Context: an optimization exercise on an open-source flow, tuned for small area and a short achievable clock period. The choices shown serve that exercise and are no tape-out recipe.
No run shown here included a check of the RTL's function; only the layout flow was run.
Power figures rest on the tool's default switching activity, not on a simulated workload.

**flow/config.mk**
```make
export PLATFORM = sky130hd
export DESIGN_NAME = zorder_core
export DESIGN_NICKNAME = zorder_core
export VERILOG_FILES = /design/flow/design.v
export SDC_FILE = /design/flow/constraint.sdc
export NUM_CORES = 4
export LEC_CHECK = 0
export CAP_MARGIN = 20
export CORE_MARGIN = 2
export CORE_UTILIZATION = 35
export SLEW_MARGIN = 20
```
**flow/constraint.sdc**
```tcl
create_clock -name core_clock -period 16.0 [get_ports {clk}]
set_input_delay 3.2000 -clock core_clock [delete_from_list [all_inputs] [get_ports {clk}]]
set_output_delay 3.2000 -clock core_clock [all_outputs]
set_load 0.01 [all_outputs]
```
**flow/design.v**
```verilog
module zc_decode (
    input  wire        w,
    input  wire [63:0] x,
    output wire        sign,
    output wire [10:0] raw,       
    output wire [10:0] re,        
    output wire        sent,      
    output wire        nan,
    output wire        zero,      
    output wire        ge_bias,   
    output wire        eq_bias    
);
    wire e1_s = &x[30:23];
    wire e1_d = &x[62:52];
    wire e0_s = ~|x[30:23];
    wire e0_d = ~|x[62:52];
    wire s_lo = |x[22:0];
    wire s_hi = |x[51:23];
    wire allones = w ? e1_d : e1_s;
    wire ezero   = w ? e0_d : e0_s;
    wire sig_nz  = s_lo | (w & s_hi);
    assign sign = w ? x[63] : x[31];
    assign raw  = w ? x[62:52] : {3'b000, x[30:23]};
    assign nan  = allones & sig_nz;
    assign zero = ezero & ~sig_nz;
    assign sent = zero | allones;
    wire lo1 = w ? &x[61:52] : &x[29:23];    
    wire top = w ? x[62] : x[30];
    assign ge_bias = top | lo1;
    assign eq_bias = ~top & lo1;
    assign re = sent ? {1'b0, w, w, w, 7'h7F} : raw;
endmodule
module zc_msb #(
    parameter N = 64,
    parameter P = (N <= 1) ? 1 : $clog2(N)
) (
    input  wire [N-1:0] x,
    input  wire [N-1:0] a,
    output wire         v,
    output wire         g,
    output wire [P-1:0] pos
);
    generate
        if (N == 1) begin : g_leaf
            assign v   = x[0];
            assign g   = x[0] & a[0];
            assign pos = 1'b0;
        end else if (N == 2) begin : g_two
            assign v   = x[1] | x[0];
            assign g   = x[1] ? a[1] : (x[0] & a[0]);
            assign pos = x[1];
        end else begin : g_node
            localparam L  = 1 << (P - 1);      
            localparam H  = N - L;             
            localparam PH = (H <= 1) ? 1 : $clog2(H);
            wire          vh, gh, vl, gl;
            wire [PH-1:0] ph;
            wire [P-2:0]  pl;
            zc_msb #(.N(H)) u_h (.x(x[N-1:L]), .a(a[N-1:L]), .v(vh), .g(gh), .pos(ph));
            zc_msb #(.N(L)) u_l (.x(x[L-1:0]), .a(a[L-1:0]), .v(vl), .g(gl), .pos(pl));
            wire [P-2:0] phx = ph;             
            assign v   = vh | vl;
            assign g   = vh ? gh : gl;
            assign pos = vh ? {1'b1, phx} : {1'b0, pl};
        end
    endgenerate
endmodule
module zc_log2_64 (
    input  wire [63:0] x,
    output wire [5:0]  y
);
    wire v, g;
    zc_msb #(.N(64)) u (.x(x), .a(64'd0), .v(v), .g(g), .pos(y));
endmodule
module zc_pair (
    input  wire        w,
    input  wire [63:0] p,
    input  wire [63:0] q,
    output wire [11:0] key,
    output wire        same_mag,
    output wire [10:0] pre,       
    output wire        lt_same,   
    output wire        pneg,
    output wire        qneg,
    output wire        qnan
);
    wire        ps, qs, pnan, pz, qz, psent, qsent, pge, peq, qge, qeq;
    wire [10:0] praw, qraw, qre;
    zc_decode u_dp (.w(w), .x(p), .sign(ps), .raw(praw), .re(pre), .sent(psent),
                    .nan(pnan), .zero(pz), .ge_bias(pge), .eq_bias(peq));
    zc_decode u_dq (.w(w), .x(q), .sign(qs), .raw(qraw), .re(qre), .sent(qsent),
                    .nan(qnan), .zero(qz), .ge_bias(qge), .eq_bias(qeq));
    assign pneg = ~pnan & ps & ~pz;
    assign qneg = ~qnan & qs & ~qz;
    wire [63:0] x = p ^ q;
    wire        vE, gE, vH, gH, vM, gM, vL, gL;
    wire [3:0]  pE;
    wire [4:0]  pH, pL;
    wire [2:0]  pM;
    wire        vE0, vH0;
    zc_msb #(.N(11)) u_e (.x(x[62:52]), .a(p[62:52]), .v(vE0), .g(gE), .pos(pE));
    zc_msb #(.N(21)) u_h (.x(x[51:31]), .a(p[51:31]), .v(vH0), .g(gH), .pos(pH));
    assign vE = vE0 & w;
    assign vH = vH0 & w;
    zc_msb #(.N(8))  u_m (.x(x[30:23]),           .a(p[30:23]), .v(vM), .g(gM), .pos(pM));
    zc_msb #(.N(23)) u_l (.x(x[22:0]),            .a(p[22:0]),  .v(vL), .g(gL), .pos(pL));
    wire meq = ~(vE | vH | vM | vL);
    wire mgt = vE ? gE : vH ? gH : vM ? gM : gL;
    wire mlt = ~mgt & ~meq;
    assign same_mag = ~pnan & ~qnan & meq;
    assign lt_same  = pneg ? mgt : (~pnan & ~qnan & mlt);
    wire rgt = w ? gE : gM;
    wire req = w ? ~vE : ~vM;
    wire egt = (psent & qsent) ? 1'b0 :
               psent           ? ~qge :
               qsent           ? (pge & ~peq) : rgt;
    wire eeq = (psent & qsent) ? 1'b1 :
               psent           ? qeq :
               qsent           ? peq : req;
    wire [10:0] emax = egt ? pre : qre;
    wire       sx_nz = vH | (w & vM) | vL;
    wire [5:0] lg = vH       ? ({1'b0, pH} + 6'd31) :
                    (w & vM) ? ({3'b000, pM} + 6'd23) : {1'b0, pL};
    wire [5:0] t = (eeq & sx_nz) ? lg : (w ? 6'd52 : 6'd23);
    zc_add #(.N(12)) u_add (.a({1'b0, emax}), .b({6'd0, t}), .ci(1'b0), .s(key));
endmodule
module zc_add #(
    parameter N = 12
) (
    input  wire [N-1:0] a,
    input  wire [N-1:0] b,
    input  wire         ci,
    output wire [N-1:0] s
);
    wire [N-1:0] p0 = a ^ b;
    wire [N-1:0] g0 = a & b;
    reg  [N-1:0] G, P;
    reg  [N-1:0] Gn, Pn;
    integer d, i;
    always @* begin
        G = g0;
        P = p0;
        G[0] = g0[0] | (p0[0] & ci);
        for (d = 1; d < N; d = d * 2) begin
            Gn = G;
            Pn = P;
            for (i = 0; i < N; i = i + 1)
                if ((i / d) % 2 == 1) begin
                    Gn[i] = G[i] | (P[i] & G[(i / d) * d - 1]);
                    Pn[i] = P[i] & P[(i / d) * d - 1];
                end
            G = Gn;
            P = Pn;
        end
    end
    wire [N-1:0] c = {G[N-2:0], ci};
    assign s = p0 ^ c;
endmodule
module zc_ucmp #(
    parameter N = 13
) (
    input  wire [N-1:0] a,
    input  wire [N-1:0] b,
    output wire         gt,
    output wire         eq
);
    wire v;
    wire [((N <= 1) ? 1 : $clog2(N))-1:0] pos;
    zc_msb #(.N(N)) u (.x(a ^ b), .a(a), .v(v), .g(gt), .pos(pos));
    assign eq = ~v;
endmodule
module zc_less (
    input  wire         w,
    input  wire [255:0] p,
    input  wire [255:0] q,
    output wire         less
);
    wire [51:0] k;
    wire [3:0]  lt, nd, ltx;
    genvar g;
    generate
        for (g = 0; g < 4; g = g + 1) begin : g_axis
            wire [11:0] key;
            wire        sm, pn, qn, qnan;
            wire [10:0] pre_unused;
            zc_pair u_pair (
                .w(w), .p(p[g*64 +: 64]), .q(q[g*64 +: 64]),
                .key(key), .same_mag(sm), .pre(pre_unused), .lt_same(lt[g]),
                .pneg(pn), .qneg(qn), .qnan(qnan)
            );
            assign k[g*13 +: 13] = {~sm, key};
            assign nd[g]  = pn ^ qn;
            assign ltx[g] = pn & ~qnan;
        end
    endgenerate
    wire gt10, eq10, gt20, eq20, gt30, eq30, gt21, eq21, gt31, eq31, gt32, eq32;
    zc_ucmp #(.N(13)) c10 (.a(k[25:13]), .b(k[12:0]),  .gt(gt10), .eq(eq10));
    zc_ucmp #(.N(13)) c20 (.a(k[38:26]), .b(k[12:0]),  .gt(gt20), .eq(eq20));
    zc_ucmp #(.N(13)) c30 (.a(k[51:39]), .b(k[12:0]),  .gt(gt30), .eq(eq30));
    zc_ucmp #(.N(13)) c21 (.a(k[38:26]), .b(k[25:13]), .gt(gt21), .eq(eq21));
    zc_ucmp #(.N(13)) c31 (.a(k[51:39]), .b(k[25:13]), .gt(gt31), .eq(eq31));
    zc_ucmp #(.N(13)) c32 (.a(k[51:39]), .b(k[38:26]), .gt(gt32), .eq(eq32));
    wire ge10 = gt10 | eq10, ge20 = gt20 | eq20, ge30 = gt30 | eq30;
    wire ge21 = gt21 | eq21, ge31 = gt31 | eq31, ge32 = gt32 | eq32;
    wire win3 = ge32 & ge31 & ge30;
    wire win2 = ~ge32 & ge21 & ge20;
    wire win1 = ~ge31 & ~ge21 & ge10;
    wire win0 = ~ge30 & ~ge20 & ~ge10;
    wire lsel = (win3 & lt[3]) | (win2 & lt[2]) | (win1 & lt[1]) | (win0 & lt[0]);
    assign less = nd[3] ? ltx[3] :
                  nd[2] ? ltx[2] :
                  nd[1] ? ltx[1] :
                  nd[0] ? ltx[0] : lsel;
endmodule
module zorder_core #(
    parameter D = 4
) (
    input  wire            clk,
    input  wire [3:0]      cmd,
    input  wire [63:0]     a,
    input  wire [63:0]     b,
    input  wire [D*64-1:0] p,
    input  wire [D*64-1:0] q,
    output reg  [63:0]     res
);
    wire       w = cmd[3];
    wire [2:0] c = cmd[2:0];
    wire [11:0] key;
    wire        same_mag;
    wire [10:0] are;
    wire        u0, u1, u2, u3;
    zc_pair u_ab (
        .w(w), .p(a), .q(b), .key(key), .same_mag(same_mag), .pre(are),
        .lt_same(u0), .pneg(u1), .qneg(u2), .qnan(u3)
    );
    wire        isxm = c[2];
    wire [11:0] sv_in  = isxm ? key : {1'b0, are};
    wire [11:0] sv_neg = w ? (isxm ? 12'hBCD : 12'hC01) : (isxm ? 12'hF6A : 12'hF81);
    wire [11:0] sv;
    zc_add #(.N(12)) u_sv (.a(sv_in), .b(sv_neg), .ci(1'b0), .s(sv));
    wire        s  = sv[11];
    wire [5:0] lg;
    zc_log2_64 u_lg (.x({a[63:32] & {32{w}}, a[31:0]}), .y(lg));
    wire less;
    zc_less u_less (.w(w), .p(p), .q(q), .less(less));
    reg [63:0] result;
    always @* begin
        case (c)
            3'd0:    result = {a[63:32] & {32{w}}, a[31:0]};
            3'd1:    result = {{52{s}}, sv};
            3'd2:    result = {12'd0, a[51:23] & {29{w}}, a[22:0]};
            3'd3:    result = {58'd0, lg};
            3'd4:    result = same_mag ? 64'hFFFFFFFF80000000 : {{52{s}}, sv};
            3'd5:    result = {63'd0, less};
            default: result = 64'd0;    
        endcase
    end
    always @(posedge clk)
        res <= result;
endmodule
```
**flow/run.sh**
```bash
#!/bin/bash
# synth_recipe.tcl (not shown) runs the flow's synth.tcl, then flattens the netlist and writes it again
# the make line also repeats each setting of config.mk as NAME=value (left out here)
make -C /OpenROAD-flow-scripts/flow DESIGN_CONFIG=/design/flow/config.mk WORK_HOME=/design/flow/orfs CLKGATE_MAP_FILE= SYNTH_SCRIPT=/design/flow/synth_recipe.tcl finish
```
==> flow_summary.json, run 1 <==
{
  "grt_pass1_wl_um": 144000,
  "drt_wl_total_um": 95500,
  "antenna_left": 0,
  "worst_setup_path_start_kind": "primary input",
  "clock.fmax_mhz": 86.7,
  "crit_required_ns": 16.30,
  "crit_slowest_cell": "nor4_1",
  "grt_max_degree": 78,
  "hold_class": "primary input to flop",
  "postCtsHoldBufs": 0,
  "track_usage_pct": 28.4,
  "postPlaceCellArea_um2": 29600,
  "port_buffers": 707,
  "cts_resized": 0,
  "synth.top_cells.by_count": "inv_1 (354), nand2_1 (285), nor2_1 (228)",
  "drv_slew": 0,
  "cts_tree": "built",
  "core_area_um2": 61500,
  "synthTopCellsByArea": "ha_1 (12%), xnor2_1 (6.9%), inv_1 (6.1%)",
  "hold_violations": 0,
  "p_per_area_nw_per_um2": 52.8,
  "htreeDepth": 3,
  "cts_root_buf": "clkbuf_16",
  "cts_inserted_buffers": 9,
  "p_leak_uw": 0.0124,
  "path_clk_slew_ns": 0.05,
  "worst_setup_path_end_kind": "flop",
  "ir_drop_v": 0.0000560,
  "synth_seq_area_share_pct": 5.90,
  "clock_path_buffers": 2,
  "finalCritPeriodShare_pct": 72.1,
  "grt_setup_unrepaired": "no",
  "syn_area_um2": 21700,
  "gp_congestion": 0.953,
  "fin_setup_tns_ns": 0,
  "ys.warnings.count": 2,
  "largest_reg_flops": 64,
  "drt-pass1-iter-count": 6,
  "fp.dieW_um": 253,
  "rows": 91,
  "synth_flop_cell": "dfxtp_1",
  "synth.most_common_cell": "inv_1",
  "crit_top_cell": "a21o_1",
  "avgSynthCellArea_um2": 6.85,
  "cp_top_family": "compound AO/OA/AOI/OAI gates",
  "die_h_um": 253,
  "syn_nets": 4046,
  "crit_buf_inv": 3,
  "num_vias": 26336,
  "crit_arrival_ns": 11.82,
  "grt_pass1_vias": 25267,
  "overflow": 0,
  "antenna_found_initial": 6,
  "relSlewSlack_pct": 28.1,
  "period_minus_slack_ns": 11.53,
  "synth_edf_count": 0,
  "setup_viol": 0,
  "outcome": "no timing/DRC/antenna violations",
  "viasPerCell": 5.70,
  "yosys.area.top_type": "ha_1",
  "cts_sinks": 64,
  "nNetsFinal": 4693,
  "pin_count": 709,
  "tightest_slew_ns": 1.07,
  "reg_top3": "res x64",
  "drive_above_1_share_pct": 2.77,
  "largest-register": "res",
  "post_cts_buffers": 0,
  "yosys.cell_types.count": 106,
  "drcViolationCount": 0,
  "nFillCells": 6300,
  "initial_core_util_pct": 35.3,
  "syn2layout_area_growth_pct": 37.5,
  "dp_hpwl_um": 82100,
  "drv_cap": 0,
  "dr.first_iter.drc_count": 1713,
  "design_area_um2": 29900,
  "slowest_delay_ns": 0.70,
  "wl_per_cell_um": 20.7,
  "async_flop_share_pct": 0,
  "synth-seq-cells": 64,
  "syn_inst": 3173,
  "dieArea_um2": 64100,
  "crit_fanout": 25,
  "synth_top_cell_area_share_pct": 12.1,
  "crit_type": "primary input to flop"
}
[layout make-up]
class	instances	area [µm²]	share of cell area [%]
Timing Repair Buffer	723	7200	24.1
Sequential cell	64	1280	4.29
Antenna cell	6	15.0	0.0503
Tap cell	790	988	3.31
Clock inverter	3	40.0	0.134
Multi-Input combinational cell	2667	18800	62.8
Inverter	355	1330	4.46
Clock buffer	12	267	0.892
[report_power, final]
part	switching (µW)	total [µW]	internal, µW
clock network	77.2	209	132
registers	6.09	186	179
logic	624	1180	558
total	707	1580	869
[per-layer routing]
metal | GRT usage, % | part of all wire [%] | wire, µm | vias to the layer above
li1 | - | - | - | 13035
met1 | 34.3 | 42 | 40300 | 12330
met2 | 52.8 | 50 | 47800 | 858
met3 | 3.20 | 5.4 | 5140 | 113
met4 | 7.37 | 2.4 | 2280 | 0
met5 | 0 | 0 | 0 | -
[path summary, 6_finish.rpt]
| kind | start | to | slack (ns) | cells after the start |
|---|---|---|---|---|
| worst max-delay path | a[35] | res[36] | 4.47 | 31 |
| worst min-delay path | cmd[3] | res[53] | 3.48 | 2 |
[metrics by stage]
step / std cells / utilization, % / power, µW / hold WS, ns / setup slack [ns]
final: 4620 / 48.6 / 1580 / 3.48 / 4.47
after detailed placement: 4599 / 48.1 / 1360 / 3.85 / 4.26
after global placement: 4599 / 48.1 / 1360 / 3.84 / 4.26
after CTS: 4614 / 48.6 / 1580 / 3.48 / 4.63
after global routing: 4619 / 48.6 / 1710 / 3.52 / 3.88
after floorplan: 3173 / - / 901 / 3.31 / 5.59
[cell usage in the layout, fill, tap and decap left out, types with 78 or more instances in the layout]
cell type          n
ha_1             210
o21ai_0          185
maj3_1            89
nor3_1            92
xnor2_1          170
nor4_1           143
mux2i_1           83
nor2_1           228
a21oi_1          177
nand4_1           93
nand2_1          285
a21o_1            78
clkdlybuf4s50_1  706
inv_1            354
[cells by family after synthesis]
kind of cell             Yosys count  share of synthesized area [%]
AND/OR/NAND/NOR                 1159                           27.2
multiplexers                     103                           4.87
flip-flops                        64                           5.90
adder cells (fa/ha/maj)          320                           18.0
buffers and inverters            442                           7.82
XOR/XNOR                         236                           9.51
AO/OA/AOI/OAI                    849                           26.6
==> run 2, diff against run 1 <==
--- a/flow/config.mk
+++ b/flow/config.mk
@@ -8,4 +8,5 @@
 export CAP_MARGIN = 20
 export CORE_MARGIN = 2
 export CORE_UTILIZATION = 35
+export SETUP_SLACK_MARGIN = 5
 export SLEW_MARGIN = 20
==> run 2 against run 1 <==
Final area increased by 0.31%. Core utilization increased by 0.15 points. Total power increased by 0.18%. Worst setup slack improved by 0.89 ns. Hold slack got worse by 0.14 ns. Non-clock buffer count increased by 1.
==> flow_summary.json, run 2 <==
{
  "outcome": "no timing/DRC/antenna violations",
  "syn2layout_area_growth_pct": 37.9,
  "synth-seq-cells": 64,
  "track_usage_pct": 28.4,
  "synth_flop_cell": "dfxtp_1",
  "worst_setup_path_end_kind": "flop",
  "relSlewSlack_pct": 28.6,
  "cts_root_buf": "clkbuf_16",
  "initial_core_util_pct": 35.3,
  "dr.first_iter.drc_count": 1610,
  "fp.dieW_um": 253,
  "synth_top_cell_area_share_pct": 12.1,
  "grt_max_degree": 78,
  "num_vias": 26289,
  "clock.fmax_mhz": 94.0,
  "hold_class": "primary input to flop",
  "fin_setup_tns_ns": 0,
  "cts_inserted_buffers": 9,
  "p_total_uw": 1580,
  "p_per_area_nw_per_um2": 52.7,
  "pre_cts_ws_ns": 4.26,
  "crit_required_ns": 16.23,
  "drv_slew": 0,
  "yosys.area.top_type": "ha_1",
  "tightest_slew_ns": 1.06,
  "port_buffers": 707,
  "layout.cells.non_filler": 4622,
  "finalCritPeriodShare_pct": 66.5,
  "crit_arrival_ns": 10.87,
  "drt_wl_total_um": 95600,
  "nNetsFinal": 4694,
  "core_area_um2": 61500,
  "reg_top3": "res x64",
  "antenna_found_initial": 6,
  "drcViolationCount": 0,
  "worst_setup_path_start_kind": "primary input",
  "synthTopCellsByArea": "ha_1 (12%), xnor2_1 (6.9%), inv_1 (6.1%)",
  "gp_congestion": 0.953,
  "async_flop_share_pct": 0,
  "cts_sinks": 64,
  "syn_inst": 3173,
  "dieArea_um2": 64100,
  "viasPerCell": 5.69,
  "p_leak_uw": 0.0125,
  "setup_slack_ns": 5.36,
  "overflow": 0,
  "cp-endpoint": "res[0]",
  "rows": 91,
  "synth_edf_count": 0,
  "htreeDepth": 3,
  "clock_path_buffers": 2,
  "syn_nets": 4046,
  "grt_pass1_vias": 25283,
  "grt_pass1_wl_um": 144000,
  "dp_cells": 4599,
  "drt-pass1-iter-count": 6,
  "pin_count": 709,
  "synth_seq_area_share_pct": 5.90,
  "crit_slowest_cell": "fa_1",
  "crit_fanout": 77,
  "final_common_cell": "clkdlybuf4s50_1",
  "period_minus_slack_ns": 10.64,
  "ys.warnings.count": 2,
  "crit_type": "primary input to flop",
  "grt_setup_unrepaired": "no",
  "avgSynthCellArea_um2": 6.85,
  "crit_top_cell": "a21oi_1",
  "slowest_delay_ns": 0.55,
  "synth.most_common_cell": "inv_1",
  "largest_reg_flops": 64,
  "antenna_left": 0,
  "cts_tree": "built",
  "layout.area.seq_um2": 1280,
  "postCtsHoldBufs": 0,
  "final_cell_mix": "clkdlybuf4s50_1 (705), inv_1 (354), nand2_1 (285)",
  "largest-register": "res",
  "drv_cap": 0,
  "synth.top_cells.by_count": "inv_1 (354), nand2_1 (285), nor2_1 (228)",
  "wl_per_cell_um": 20.7,
  "setup_viol": 0,
  "multi_input_area_um2": 18800,
  "die_h_um": 253,
  "yosys.cell_types.count": 106,
  "drive_above_1_share_pct": 3.03,
  "ir_drop_v": 0.0000559,
  "startpoint": "cmd[3]",
  "hold_violations": 0,
  "syn_area_um2": 21700,
  "nFillCells": 6300,
  "path_clk_slew_ns": 0.06,
  "dp_hpwl_um": 82100
}
run 2: changes by cell type in the layout (fill, tap and decap cells not counted), sizes merged:
cell and change:
buf +1, clkdlybuf4s50 -1, diode +1, dlymetal6s2s +1
run 2: routing by layer:
layer / GRT usage, % / share of wire [%] / vias to the layer above
li1: - / - / 13026
met1: 34.3 / 42 / 12286
met3: 3.22 / 5.5 / 118
met2: 52.7 / 50 / 859
met4: 7.54 / 2.4 / 0
met5: 0 / 0 / -
run 2: kinds of logic (layout without fill, tap and decap cells):
family | count (synthesis) | after routing | share of synthesized area, %
and+or+nand+nor | 1159 | 1159 | 27.2
AOI/OAI and AO/OA | 849 | 849 | 26.6
buffers and inverters | 442 | 1094 | 7.82
adders and majority gates | 320 | 320 | 18.0
xor gates and xnor gates | 236 | 236 | 9.51
muxes | 103 | 103 | 4.87
DFF | 64 | 64 | 5.90
other | 0 | 7 | 0
run 2: per-stage QoR:
step,hold WS [ns],area [µm²],utilization (%)
finish,3.35,30000,48.7
global placement,3.84,29600,48.1
floorplan,3.31,21700,-
detailed placement,3.85,29600,48.1
global route,3.34,30000,48.7
CTS,3.48,29900,48.6
run 2: worst min-delay path by stage:
stage | slack, ns | depth (start not counted) | start | endpoint
6_report | 3.35 | 2 | a[25] | res[25]
5_1_grt | 3.34 | 2 | a[25] | res[25]
4_1_cts | 3.48 | 2 | cmd[3] | res[53]
3_5_place_dp | 3.85 | 2 | cmd[3] | res[53]
3_3_place_gp | 3.84 | 2 | cmd[3] | res[53]
2_1_floorplan | 3.31 | 2 | a[10] | res[10]
run 2: power breakdown:
part           internal [µW]  total, µW  switching (µW)
Clock                    132        209            77.2
Combinational            559       1180             625
Sequential               179        186            6.08
run 2: critical path, delay by kind of cell:
family                     cells  cell delay [ns]
adders and majority gates      6             2.09
muxes                          1             0.20
buffers and inverters          5             1.29
and+or+nand+nor                4             0.79
AOI/OAI and AO/OA             14             3.23
run 2: timing repair:
item,4_1_cts,5_1_grt
gates resized for setup,4,14
buffers inserted,0,1
setup endpoints to repair,22,54
pin swaps,0,1
run 2: area by class of cell:
cell class,instances,area share [%]
inverter,355,4.46
antenna,7,0.0584
timing repair buffer,724,24.1
multi-input combinational,2667,62.8
tap,790,3.30
clock inverter,3,0.134
clock buffer,12,0.889
sequential,64,4.28
==> run 3, diff against run 2 <==
--- a/flow/design.v
+++ b/flow/design.v
@@ -169,14 +169,16 @@
     zc_msb #(.N(N)) u (.x(a ^ b), .a(a), .v(v), .g(gt), .pos(pos));
     assign eq = ~v;
 endmodule
-module zc_less (
+module zc_less_axes (
     input  wire         w,
     input  wire [255:0] p,
     input  wire [255:0] q,
-    output wire         less
-);
-    wire [51:0] k;
-    wire [3:0]  lt, nd, ltx;
+    output wire [51:0]  k,       
+    output wire [3:0]   lt,      
+    output wire         dec,     
+    output wire         dval     
+);
+    wire [3:0] nd, ltx;
     genvar g;
     generate
         for (g = 0; g < 4; g = g + 1) begin : g_axis
@@ -193,6 +195,18 @@
             assign ltx[g] = pn & ~qnan;
         end
     endgenerate
+    assign dec  = |nd;
+    assign dval = nd[3] ? ltx[3] :
+                  nd[2] ? ltx[2] :
+                  nd[1] ? ltx[1] : ltx[0];
+endmodule
+module zc_less_pick (
+    input  wire [51:0] k,
+    input  wire [3:0]  lt,
+    input  wire        dec,
+    input  wire        dval,
+    output wire        less
+);
     wire gt10, eq10, gt20, eq20, gt30, eq30, gt21, eq21, gt31, eq31, gt32, eq32;
     zc_ucmp #(.N(13)) c10 (.a(k[25:13]), .b(k[12:0]),  .gt(gt10), .eq(eq10));
     zc_ucmp #(.N(13)) c20 (.a(k[38:26]), .b(k[12:0]),  .gt(gt20), .eq(eq20));
@@ -207,10 +221,7 @@
     wire win1 = ~ge31 & ~ge21 & ge10;
     wire win0 = ~ge30 & ~ge20 & ~ge10;
     wire lsel = (win3 & lt[3]) | (win2 & lt[2]) | (win1 & lt[1]) | (win0 & lt[0]);
-    assign less = nd[3] ? ltx[3] :
-                  nd[2] ? ltx[2] :
-                  nd[1] ? ltx[1] :
-                  nd[0] ? ltx[0] : lsel;
+    assign less = dec ? dval : lsel;
 endmodule
 module zorder_core #(
     parameter D = 4
@@ -221,7 +232,7 @@
     input  wire [63:0]     b,
     input  wire [D*64-1:0] p,
     input  wire [D*64-1:0] q,
-    output reg  [63:0]     res
+    output wire [63:0]     res
 );
     wire       w = cmd[3];
     wire [2:0] c = cmd[2:0];
@@ -241,8 +252,10 @@
     wire        s  = sv[11];
     wire [5:0] lg;
     zc_log2_64 u_lg (.x({a[63:32] & {32{w}}, a[31:0]}), .y(lg));
-    wire less;
-    zc_less u_less (.w(w), .p(p), .q(q), .less(less));
+    wire [51:0] k;
+    wire [3:0]  lt;
+    wire        dec, dval;
+    zc_less_axes u_axes (.w(w), .p(p), .q(q), .k(k), .lt(lt), .dec(dec), .dval(dval));
     reg [63:0] result;
     always @* begin
         case (c)
@@ -251,10 +264,23 @@
             3'd2:    result = {12'd0, a[51:23] & {29{w}}, a[22:0]};
             3'd3:    result = {58'd0, lg};
             3'd4:    result = same_mag ? 64'hFFFFFFFF80000000 : {{52{s}}, sv};
-            3'd5:    result = {63'd0, less};
             default: result = 64'd0;    
         endcase
     end
-    always @(posedge clk)
-        res <= result;
-endmodule
+    reg [63:0] r_res;
+    reg        r_isless;
+    reg [51:0] r_k;
+    reg [3:0]  r_lt;
+    reg        r_dec, r_dval;
+    always @(posedge clk) begin
+        r_res    <= result;
+        r_isless <= (c == 3'd5);
+        r_k      <= k;
+        r_lt     <= lt;
+        r_dec    <= dec;
+        r_dval   <= dval;
+    end
+    wire less;
+    zc_less_pick u_pick (.k(r_k), .lt(r_lt), .dec(r_dec), .dval(r_dval), .less(less));
+    assign res = {r_res[63:1], r_isless ? less : r_res[0]};
+endmodule
--- a/flow/config.mk
+++ b/flow/config.mk
@@ -8,5 +8,4 @@
 export CAP_MARGIN = 20
 export CORE_MARGIN = 2
 export CORE_UTILIZATION = 35
-export SETUP_SLACK_MARGIN = 5
 export SLEW_MARGIN = 20
==> run 3 against run 2 <==
Synthesized cell count rose by 7.7%. Cell count up 6.4%. Maximum frequency fell by 2.6%. Sequential power increased by 130%. Core utilization shrank 1.7 points. Non-clock buffer count rose by 4. Clock power is 74% higher. First-iteration DRC count grew 16%. Hold slack better by 0.066 ns. Routed wire length grew 2.8%. Clock-buffer cell count is 6 higher. Critical path type unchanged. Critical endpoint is now r_res[54]. Largest power group unchanged.
==> flow_summary.json, run 3 <==
{
  "crit_top_cell": "nor2_1",
  "cts_inserted_buffers": 17,
  "synth_top_cell_area_share_pct": 11.3,
  "rows": 96,
  "met2_usage_pct": 46.8,
  "gp_congestion": 0.942,
  "ir_drop_v": 0.0000502,
  "drcViolationCount": 0,
  "crit_type": "primary input to flop",
  "synth_seq_area_share_pct": 10.2,
  "setup_slack_ns": 5.08,
  "drt-pass1-iter-count": 6,
  "cts_resized": 0,
  "num_vias": 27665,
  "crit_slowest_cell": "clkdlybuf4s50_1",
  "drive_above_1_share_pct": 3.85,
  "initial_core_util_pct": 35.2,
  "design_area_um2": 32200,
  "tightest_slew_ns": 1.10,
  "nFillCells": 7032,
  "met3_usage_pct": 4.12,
  "pin_count": 709,
  "postCtsHoldBufs": 0,
  "htreeDepth": 4,
  "dieArea_um2": 70800,
  "syn_nets": 4298,
  "finalCritPeriodShare_pct": 68.3,
  "relSlewSlack_pct": 25.9,
  "syn_inst": 3417,
  "synth_edf_count": 0,
  "p_per_area_nw_per_um2": 61.3,
  "syn_area_um2": 24000,
  "postPlaceCellArea_um2": 31600,
  "outcome": "no timing/DRC/antenna violations",
  "crit_required_ns": 16.38,
  "wl_per_cell_um": 20.0,
  "viasPerCell": 5.63,
  "post_cts_buffers": 0,
  "yosys.cell_types.count": 88,
  "hold_class": "primary input to flop",
  "antenna_left": 0,
  "cts_sinks": 123,
  "synth-seq-cells": 123,
  "ys.warnings.count": 2,
  "worst_setup_path_end_kind": "flop",
  "worst_setup_path_start_kind": "primary input",
  "pre_cts_ws_ns": 4.81,
  "grt_pass1_wl_um": 149000,
  "track_usage_pct": 26.6,
  "drv_slew": 0,
  "async_flop_share_pct": 0,
  "grt_setup_unrepaired": "no",
  "slowest_delay_ns": 0.68,
  "port_buffers": 707,
  "core_area_um2": 68300,
  "drv_cap": 0,
  "worstSetupPathDepth": 27,
  "crit_arrival_ns": 11.30,
  "yosys.area.top_type": "ha_1",
  "synth.top_cells.by_count": "inv_1 (374), nand2_1 (285), nor2_1 (243)",
  "clock.fmax_mhz": 91.5,
  "antenna_found_initial": 15,
  "top_usage_layer": "met2",
  "largest-register": "r_res",
  "synth_flop_cell": "dfxtp_1",
  "overflow": 0,
  "final_common_cell": "clkdlybuf4s50_1",
  "crit_fanout": 33,
  "period_minus_slack_ns": 10.92,
  "synth.most_common_cell": "inv_1",
  "fin_setup_tns_ns": 0,
  "cts_tree": "built",
  "clock_path_buffers": 2,
  "crit_buf_inv": 3,
  "fin_util_pct": 47.1,
  "final_cell_mix": "clkdlybuf4s50_1 (706), inv_1 (374), nand2_1 (285)",
  "avgSynthCellArea_um2": 7.03,
  "path_clk_slew_ns": 0.06,
  "reg_top3": "r_res x64, r_k x52, r_lt x4",
  "hold_violations": 0,
  "dp_hpwl_um": 83800,
  "drt_wl_total_um": 98200,
  "whs_ns": 3.41,
  "startpoint": "a[30]",
  "setup_viol": 0,
  "grt_max_degree": 74,
  "largest_reg_flops": 64,
  "p_leak_uw": 0.0132,
  "synthTopCellsByArea": "ha_1 (11%), dfxtp_1 (10%), inv_1 (5.8%)",
  "nNetsFinal": 4890,
  "die_h_um": 266,
  "dr.first_iter.drc_count": 1872,
  "cts_root_buf": "clkbuf_16",
  "syn2layout_area_growth_pct": 33.8,
  "met1_usage_pct": 33.2,
  "cp_top_family": "compound AO/OA/AOI/OAI gates",
  "cp-endpoint": "r_res[54]",
  "fp.dieW_um": 266,
  "grt_pass1_vias": 26496
}
==> run 3: per-stage QoR <==
stage,total power (µW),cells
2_1_floorplan,1140,3417
3_3_place_gp,1600,4871
3_5_place_dp,1600,4872
4_1_cts,1980,4904
5_1_grt,2130,4915
6_report,1970,4916
==> run 3: metal layers <==
metal  routed length, µm  vias to the layer above
li1                    -                    13748
met1               42400                    12932
met2               48000                      841
met3                5460                      138
met4                2390                        6
met5                  38                        -
==> run 3: area by class of cell <==
class	instances	area, µm²	share of cell area (%)
multi-input combinational	2764	19400	60.2
timing repair buffer	728	7260	22.6
sequential	123	2460	7.66
inverter	375	1410	4.38
tap	882	1100	3.43
clock buffer	18	439	1.37
clock inverter	14	108	0.335
antenna	12	30.0	0.0934
==> run 3: cells by family after synthesis <==
family,Yosys count,synth area share [%]
AOI/OAI and AO/OA,860,24.4
xor gates and xnor gates,234,8.53
adders and majority gates,306,15.8
buffers and inverters,530,9.43
DFF,123,10.2
muxes,95,4.05
and+or+nand+nor,1269,27.6
==> run 3: power breakdown <==
group | internal, µW | switching (µW)
logic | 565 | 619
registers | 371 | 51.3
clock network | 204 | 160
==> run 3: worst min-delay path by stage <==
stage | start | slack (ns) | endpoint | cells past startpoint
after floorplan | a[6] | 3.31 | r_res[6] | 2
after global placement | a[63] | 3.88 | r_res[63] | 3
after detailed placement | cmd[3] | 3.87 | r_res[2] | 4
after CTS | cmd[3] | 3.40 | r_res[2] | 4
after global routing | a[63] | 3.43 | r_res[63] | 3
final | cmd[3] | 3.41 | r_res[2] | 4
==> run 4, diff against run 3 <==
--- a/flow/design.v
+++ b/flow/design.v
@@ -72,7 +72,9 @@
     wire v, g;
     zc_msb #(.N(64)) u (.x(x), .a(64'd0), .v(v), .g(g), .pos(y));
 endmodule
-module zc_pair (
+module zc_pair #(
+    parameter SCALAR = 0
+) (
     input  wire        w,
     input  wire [63:0] p,
     input  wire [63:0] q,
@@ -121,8 +123,17 @@
     wire       sx_nz = vH | (w & vM) | vL;
     wire [5:0] lg = vH       ? ({1'b0, pH} + 6'd31) :
                     (w & vM) ? ({3'b000, pM} + 6'd23) : {1'b0, pL};
-    wire [5:0] t = (eeq & sx_nz) ? lg : (w ? 6'd52 : 6'd23);
-    zc_add #(.N(12)) u_add (.a({1'b0, emax}), .b({6'd0, t}), .ci(1'b0), .s(key));
+    wire [11:0] t;
+    generate
+        if (SCALAR) begin : g_scalar
+            wire [11:0] lgc;
+            zc_add #(.N(12)) u_lgc (.a({6'd0, lg}), .b(w ? 12'hBCD : 12'hF6A), .ci(1'b0), .s(lgc));
+            assign t = (eeq & sx_nz) ? lgc : (w ? 12'hC01 : 12'hF81);
+        end else begin : g_key
+            assign t = {6'd0, (eeq & sx_nz) ? lg : (w ? 6'd52 : 6'd23)};
+        end
+    endgenerate
+    zc_add #(.N(12)) u_add (.a({1'b0, emax}), .b(t), .ci(1'b0), .s(key));
 endmodule
 module zc_add #(
     parameter N = 12
@@ -240,16 +251,14 @@
     wire        same_mag;
     wire [10:0] are;
     wire        u0, u1, u2, u3;
-    zc_pair u_ab (
+    zc_pair #(.SCALAR(1)) u_ab (
         .w(w), .p(a), .q(b), .key(key), .same_mag(same_mag), .pre(are),
         .lt_same(u0), .pneg(u1), .qneg(u2), .qnan(u3)
     );
-    wire        isxm = c[2];
-    wire [11:0] sv_in  = isxm ? key : {1'b0, are};
-    wire [11:0] sv_neg = w ? (isxm ? 12'hBCD : 12'hC01) : (isxm ? 12'hF6A : 12'hF81);
-    wire [11:0] sv;
-    zc_add #(.N(12)) u_sv (.a(sv_in), .b(sv_neg), .ci(1'b0), .s(sv));
-    wire        s  = sv[11];
+    wire [11:0] ev;
+    zc_add #(.N(12)) u_ev (.a({1'b0, are}), .b(w ? 12'hC01 : 12'hF81), .ci(1'b0), .s(ev));
+    wire        es = ev[11];
+    wire        ks = key[11];
     wire [5:0] lg;
     zc_log2_64 u_lg (.x({a[63:32] & {32{w}}, a[31:0]}), .y(lg));
     wire [51:0] k;
@@ -260,10 +269,10 @@
     always @* begin
         case (c)
             3'd0:    result = {a[63:32] & {32{w}}, a[31:0]};
-            3'd1:    result = {{52{s}}, sv};
+            3'd1:    result = {{52{es}}, ev};
             3'd2:    result = {12'd0, a[51:23] & {29{w}}, a[22:0]};
             3'd3:    result = {58'd0, lg};
-            3'd4:    result = same_mag ? 64'hFFFFFFFF80000000 : {{52{s}}, sv};
+            3'd4:    result = same_mag ? 64'hFFFFFFFF80000000 : {{52{ks}}, key};
             default: result = 64'd0;    
         endcase
     end
--- a/flow/config.mk
+++ b/flow/config.mk
@@ -8,4 +8,5 @@
 export CAP_MARGIN = 20
 export CORE_MARGIN = 2
 export CORE_UTILIZATION = 35
+export SETUP_SLACK_MARGIN = 5
 export SLEW_MARGIN = 20
==> run 4 against run 3 <==
Worst setup slack better by 1.6 ns. Routed wire length is 2.4% lower. Final area is 1.6% lower. Clock power is 12% higher. Die area is 1.9% lower. Clock-buffer cell count is 3 higher. Non-clock buffer count is 5 lower. Hold slack better by 0.038 ns. Core utilization is 0.23 points higher. Cell count is 3.0% lower.
==> flow_summary.json, run 4 <==
{
  "ys.warnings.count": 2,
  "drv_cap": 0,
  "relSlewSlack_pct": 37.3,
  "clock_path_buffers": 2,
  "grt_max_degree": 79,
  "dp_hpwl_um": 81900,
  "crit_required_ns": 16.39,
  "period_minus_slack_ns": 9.31,
  "drive_above_1_share_pct": 3.72,
  "cts_inserted_buffers": 17,
  "worst_setup_path_start_kind": "primary input",
  "cts_tree": "built",
  "nNetsFinal": 4767,
  "synth_flop_cell": "dfxtp_1",
  "synth_top_cell_area_share_pct": 11.6,
  "synth-seq-cells": 123,
  "synth_seq_area_share_pct": 10.5,
  "path_clk_slew_ns": 0.06,
  "syn2layout_area_growth_pct": 34.3,
  "met2_usage_pct": 46.6,
  "wl_per_cell_um": 20.1,
  "setup_viol": 0,
  "antenna_found_initial": 0,
  "diodes": 0,
  "met1_usage_pct": 34.0,
  "overflow": 0,
  "post_cts_buffers": 0,
  "outcome": "no timing/DRC/antenna violations",
  "syn_area_um2": 23600,
  "rows": 95,
  "whs_ns": 3.45,
  "final_cell_mix": "clkdlybuf4s50_1 (706), inv_1 (371), nand2_1 (303)",
  "syn_nets": 4172,
  "reg_top3": "r_res x64, r_k x52, r_lt x4",
  "yosys.cell_types.count": 95,
  "nFillCells": 6841,
  "die_h_um": 263,
  "synth.most_common_cell": "inv_1",
  "cts_root_buf": "clkbuf_16",
  "worst_setup_path_end_kind": "flop",
  "gp_congestion": 0.962,
  "dieArea_um2": 69400,
  "finalCritPeriodShare_pct": 58.2,
  "grt_pass1_wl_um": 147000,
  "p_total_uw": 1970,
  "ir_drop_v": 0.0000563,
  "num_vias": 26632,
  "port_buffers": 707,
  "drv_slew": 0,
  "fp.dieW_um": 263,
  "antenna_left": 0,
  "grt_pass1_vias": 25790,
  "p_leak_uw": 0.0130,
  "final_common_cell": "clkdlybuf4s50_1",
  "async_flop_share_pct": 0,
  "initial_core_util_pct": 35.2,
  "tightest_slew_ns": 0.933,
  "hold_class": "primary input to flop",
  "core_area_um2": 66900,
  "crit_fanout": 78,
  "track_usage_pct": 26.6,
  "cts_resized": 0,
  "avgSynthCellArea_um2": 7.16,
  "pin_count": 709,
  "viasPerCell": 5.58,
  "largest-register": "r_res",
  "crit_type": "primary input to flop",
  "crit_arrival_ns": 9.69,
  "fin_util_pct": 47.3,
  "synth_edf_count": 0,
  "drt-pass1-iter-count": 5,
  "syn_inst": 3289,
  "htreeDepth": 4,
  "synth.top_cells.by_count": "inv_1 (372), nand2_1 (303), ha_1 (219)",
  "hold_violations": 0,
  "grt_setup_unrepaired": "no",
  "dr.first_iter.drc_count": 1872,
  "met3_usage_pct": 3.56,
  "top_usage_layer": "met2",
  "drcViolationCount": 0,
  "cts_sinks": 123,
  "p_per_area_nw_per_um2": 62.1,
  "synthTopCellsByArea": "ha_1 (12%), dfxtp_1 (10%), xnor2_1 (6.4%)",
  "clock.fmax_mhz": 107,
  "fin_setup_tns_ns": 0,
  "drt_wl_total_um": 95900,
  "postCtsHoldBufs": 0,
  "yosys.area.top_type": "ha_1",
  "largest_reg_flops": 64
}
## run 4: cell count changes in the layout (fill, tap and decap cells not counted), sizes merged, moves of 11 or more
cell	change
nand3	-55
xnor2	+12
diode	-12
nor2	-35
nor2b	-25
o21ai	-33
nor3	+11
and2	-12
o211ai	+16
a21oi	-24
mux2i	+19
a21o	+11
a211oi	-27
nand2	+19
## run 4: metrics by stage
stage / worst slack (ns) / cells / cell area [µm²]
after floorplan: 7.86 / 3289 / 23600
after global placement: 6.35 / 4738 / 31000
after detailed placement: 6.32 / 4738 / 31000
after CTS: 6.79 / 4770 / 31600
after global routing: 6.29 / 4770 / 31700
final: 6.69 / 4770 / 31700
## run 4: power by group
group          leakage [µW]  switching [µW]  internal [µW]
clock              0.000293             162            247
combinational        0.0117             587            552
sequential          0.00103            51.8            367
## run 4: logic make-up (layout without fill, tap and decap cells)
| kind of cell | count (synthesis) | in the layout | share of synthesized area [%] |
|---|---|---|---|
| XOR/XNOR | 254 | 254 | 9.44 |
| flip-flops | 123 | 123 | 10.5 |
| buffers and inverters | 519 | 1127 | 9.51 |
| multiplexers | 124 | 124 | 5.42 |
| adder cells (fa/ha/maj) | 318 | 318 | 16.6 |
| AND/OR/NAND/NOR | 1159 | 1159 | 25.2 |
| AO/OA/AOI/OAI | 792 | 792 | 23.3 |
## run 4: worst max-delay path, cell delays in order
cell	delay [ns]
clkbuf_8	0.46
buf_4	0.59
buf_4	0.58
nand4_1	0.14
nor3_1	0.28
o21a_1	0.19
a31oi_1	0.14
buf_4	0.28
mux2_2	0.28
a221o_1	0.46
or2_2	0.32
ha_1	0.19
fa_1	0.40
a21o_1	0.20
a21o_1	0.19
a21o_1	0.17
a21oi_1	0.43
o21a_1	0.26
o2111ai_1	0.20
o21bai_1	0.22
buf_4	0.29
a21o_1	0.13
## run 4: cell type report
cell class / count / area, µm² / area share (%)
multi-input combinational: 2647 / 18900 / 59.7
timing repair buffer: 723 / 7200 / 22.8
sequential: 123 / 2460 / 7.78
inverter: 372 / 1400 / 4.41
tap: 873 / 1090 / 3.45
clock buffer: 21 / 480 / 1.52
clock inverter: 11 / 131 / 0.415
## run 4: per-layer routing
layer | vias to the layer above | wire length, µm
met5 | - | 0
met4 | 0 | 2250
met3 | 137 | 5180
met2 | 930 | 46600
met1 | 12337 | 41900
li1 | 13228 | -
## run 4: path summary, 6_finish.rpt
check	from	depth (start not counted)	to
min	a[38]	3	r_res[38]
max	cmd[3]	22	r_res[28]
==> run 5, diff against run 4 <==
==> flow/flow/run.sh (new file) <==
#!/bin/bash
# Standard layout, with the smallest plain buffer on every port.
set -euo pipefail
export BUFFER_PORTS_ARGS="-buffer_cell sky130_fd_sc_hd__buf_1"
bash standard.sh > standard_flow.log 2>&1
==> flow/standard.sh (new file) <==
#!/bin/bash
# synth_recipe.tcl (not shown) runs the flow's synth.tcl, then flattens the netlist and writes it again
# the make line also repeats each setting of config.mk as NAME=value (left out here)
make -C /OpenROAD-flow-scripts/flow DESIGN_CONFIG=/design/flow/config.mk WORK_HOME=/design/flow/orfs CLKGATE_MAP_FILE= SYNTH_SCRIPT=/design/flow/synth_recipe.tcl "${@:-finish}"
removed: flow/run.sh
==> run 5 against run 4 <==
Still clean on timing, DRC and antenna. Hold slack got worse by 0.39 ns. Cell count increased by 0.13%. Combinational power decreased by 11%. Final area decreased by 14%.
==> flow_summary.json, run 5 <==
{
  "crit_top_cell": "a21o_1",
  "relSlewSlack_pct": 40.3,
  "intPower_uw": 1010,
  "drcViolationCount": 0,
  "final_common_cell": "buf_1",
  "largest_reg_flops": 64,
  "post_cts_buffers": 0,
  "syn_nets": 4172,
  "cts_sinks": 123,
  "pin_count": 709,
  "seqPwrFrac_pct": 22.9,
  "port_buffers": 707,
  "p_per_area_nw_per_um2": 67.2,
  "final_cell_mix": "buf_1 (706), inv_1 (371), nand2_1 (303)",
  "setup_viol": 0,
  "synth.top_cells.by_count": "inv_1 (372), nand2_1 (303), ha_1 (219)",
  "reg_top3": "r_res x64, r_k x52, r_lt x4",
  "drv_slew": 0,
  "layout.area.seq_um2": 2460,
  "cts_inserted_buffers": 17,
  "wl_per_cell_um": 19.4,
  "dp_hpwl_um": 79200,
  "crit_arrival_ns": 9.34,
  "clock.fmax_mhz": 112,
  "postCtsHoldBufs": 0,
  "yosys.area.top_type": "ha_1",
  "fin_setup_tns_ns": 0,
  "dieArea_um2": 69400,
  "track_usage_pct": 25.5,
  "synth_edf_count": 0,
  "combPwrFrac_pct": 55.6,
  "initial_core_util_pct": 35.2,
  "hold_class": "primary input to flop",
  "yosys.cell_types.count": 95,
  "cp_top_family": "compound AO/OA/AOI/OAI gates",
  "nFillCells": 7182,
  "gp_congestion": 0.975,
  "clock_path_buffers": 2,
  "synth.most_common_cell": "inv_1",
  "syn_area_um2": 23600,
  "path_clk_slew_ns": 0.06,
  "drv_cap": 0,
  "rows": 95,
  "dr.first_iter.drc_count": 1798,
  "fp.dieW_um": 263,
  "finalCritPeriodShare_pct": 55.9,
  "synth_flop_cell": "dfxtp_1",
  "synthTopCellsByArea": "ha_1 (12%), dfxtp_1 (10%), xnor2_1 (6.4%)",
  "crit_slowest_cell": "inv_2",
  "slowest_delay_ns": 0.61,
  "fin_util_pct": 40.7,
  "cts_tree": "built",
  "ys.warnings.count": 2,
  "grt_pass1_vias": 25409,
  "multi_input_area_um2": 18900,
  "p_leak_uw": 0.0111,
  "tightest_slew_ns": 0.886,
  "viasPerCell": 5.63,
  "period_minus_slack_ns": 8.95,
  "switchingPower_uw": 814,
  "hold_violations": 0,
  "avgSynthCellArea_um2": 7.16,
  "antenna_found_initial": 4,
  "worst_setup_path_start_kind": "primary input",
  "grt_pass1_wl_um": 142000,
  "antenna_left": 0,
  "crit_buf_inv": 7,
  "num_vias": 26888,
  "synth_seq_area_share_pct": 10.5,
  "outcome": "no timing/DRC/antenna violations",
  "largest-register": "r_res",
  "crit_required_ns": 16.40,
  "core_area_um2": 66900,
  "synth_top_cell_area_share_pct": 11.6,
  "syn_inst": 3289,
  "drt-pass1-iter-count": 6,
  "die_h_um": 263,
  "htreeDepth": 4,
  "overflow": 0,
  "syn2layout_area_growth_pct": 15.6,
  "cts_root_buf": "clkbuf_16",
  "p_clk_share_pct": 21.5,
  "async_flop_share_pct": 0,
  "drt_wl_total_um": 92600,
  "crit_type": "primary input to flop",
  "crit_fanout": 61,
  "cts_resized": 0,
  "grt_setup_unrepaired": "no",
  "ir_drop_v": 0.0000580,
  "path_cells": "clkbuf_4, buf_4, inv_2, buf_4, nor2_1, a2111oi_0, a21oi_1, o21ai_0, fa_1, inv_1, fa_1, inv_1, nor2_1, ha_1, a21o_1, a21o_1, a21o_1, a21oi_1, o21a_1, o2111ai_1, o21bai_1, buf_4, a21o_1",
  "nNetsFinal": 4771,
  "drive_above_1_share_pct": 3.82,
  "grt_max_degree": 63,
  "swShare_pct": 44.5,
  "worst_setup_path_end_kind": "flop",
  "synth-seq-cells": 123
}
## run 5: cell types whose count changed in the layout (fill, tap and decap cells not counted)
cell | previous run | this run
diode_2 | 0 | 2
inv_8 | 0 | 2
clkdlybuf4s50_1 | 706 | 0
clkbuf_8 | 5 | 1
clkinvlp_4 | 3 | 4
buf_4 | 16 | 20
bufinv_16 | 2 | 1
buf_1 | 0 | 706
clkbuf_4 | 0 | 1
clkinv_2 | 1 | 2
## run 5: power by group through the flow
stage	clock [µW]	combinational, µW	sequential, µW
finish	394	1020	419
CTS	407	1010	421
floorplan	0	709	401
detailed placement	0	1010	427
global placement	0	1000	427
global route	415	1140	426
## run 5: cell families after synthesis
| kind of cell | after synthesis | synth area share [%] |
|---|---|---|
| AO/OA/AOI/OAI | 792 | 23.3 |
| XOR/XNOR | 254 | 9.44 |
| adder cells (fa/ha/maj) | 318 | 16.6 |
| buffers and inverters | 519 | 9.51 |
| flip-flops | 123 | 10.5 |
| multiplexers | 124 | 5.42 |
| AND/OR/NAND/NOR | 1159 | 25.2 |
## run 5: layout make-up
type,instances,share of cell area (%)
timing repair buffer,727,10.3
sequential,123,9.04
clock inverter,14,0.501
tap,873,4.01
multi-input combinational,2647,69.4
inverter,372,5.13
antenna,2,0.0184
clock buffer,18,1.61
## run 5: layer usage
layer	share of wire (%)	track usage (%)
met5	0.028	0
met1	43	31.6
met2	49	45.4
met3	5.5	3.42
met4	2.8	7.98
## run 5: path summary, 6_finish.rpt
check	startpoint	end	slack, ns	depth (start not counted)
worst min-delay path	a[16]	r_res[16]	3.06	2
worst max-delay path	cmd[3]	r_res[26]	7.05	23
## run 5: through the flow
stage,hold slack (ns),area [µm²],cells,total power (µW),setup slack (ns)
after floorplan,3.30,23600,3289,1110,7.86
after global placement,3.53,26600,4742,1430,6.78
after detailed placement,3.52,26600,4742,1430,6.66
after CTS,3.03,27200,4774,1840,7.16
after global routing,3.07,27200,4776,1980,6.63
final,3.06,27200,4776,1830,7.05

re-timing with driven ports:
The results above use ideal ports. As a check the final layouts listed here were re-extracted and re-timed, cells and wires unchanged.
Step 1 assumes that a clkbuf_16 drives the clock port and a buf_2 every other input.
Step 2 moves the port delays by t, midway between the first and last clock arrival at a register: inputs arrive t later, outputs are due t later. That takes back most of the time a late clock gives input paths.
Slacks: no drivers / after step 1 / after step 2; pairs: no drivers / after step 1.
run	t, ns	setup WS [ns]	worst data-port slew with drivers (ns)
run 1	0.397	4.471 / 4.466 / 4.070	0.12
run 2	0.395	5.358 / 5.352 / 4.958	0.13
run 3	0.502	5.077 / 5.113 / 4.611	0.10
run 4	0.501	6.693 / 6.697 / 6.196	0.10
run 5	0.508	7.055 / 7.087 / 6.579	0.10
After both steps every run listed still meets setup and hold. The setup slack of run 4, which loses most, moves by +0.004 ns with the drivers and by -0.497 ns with both steps.
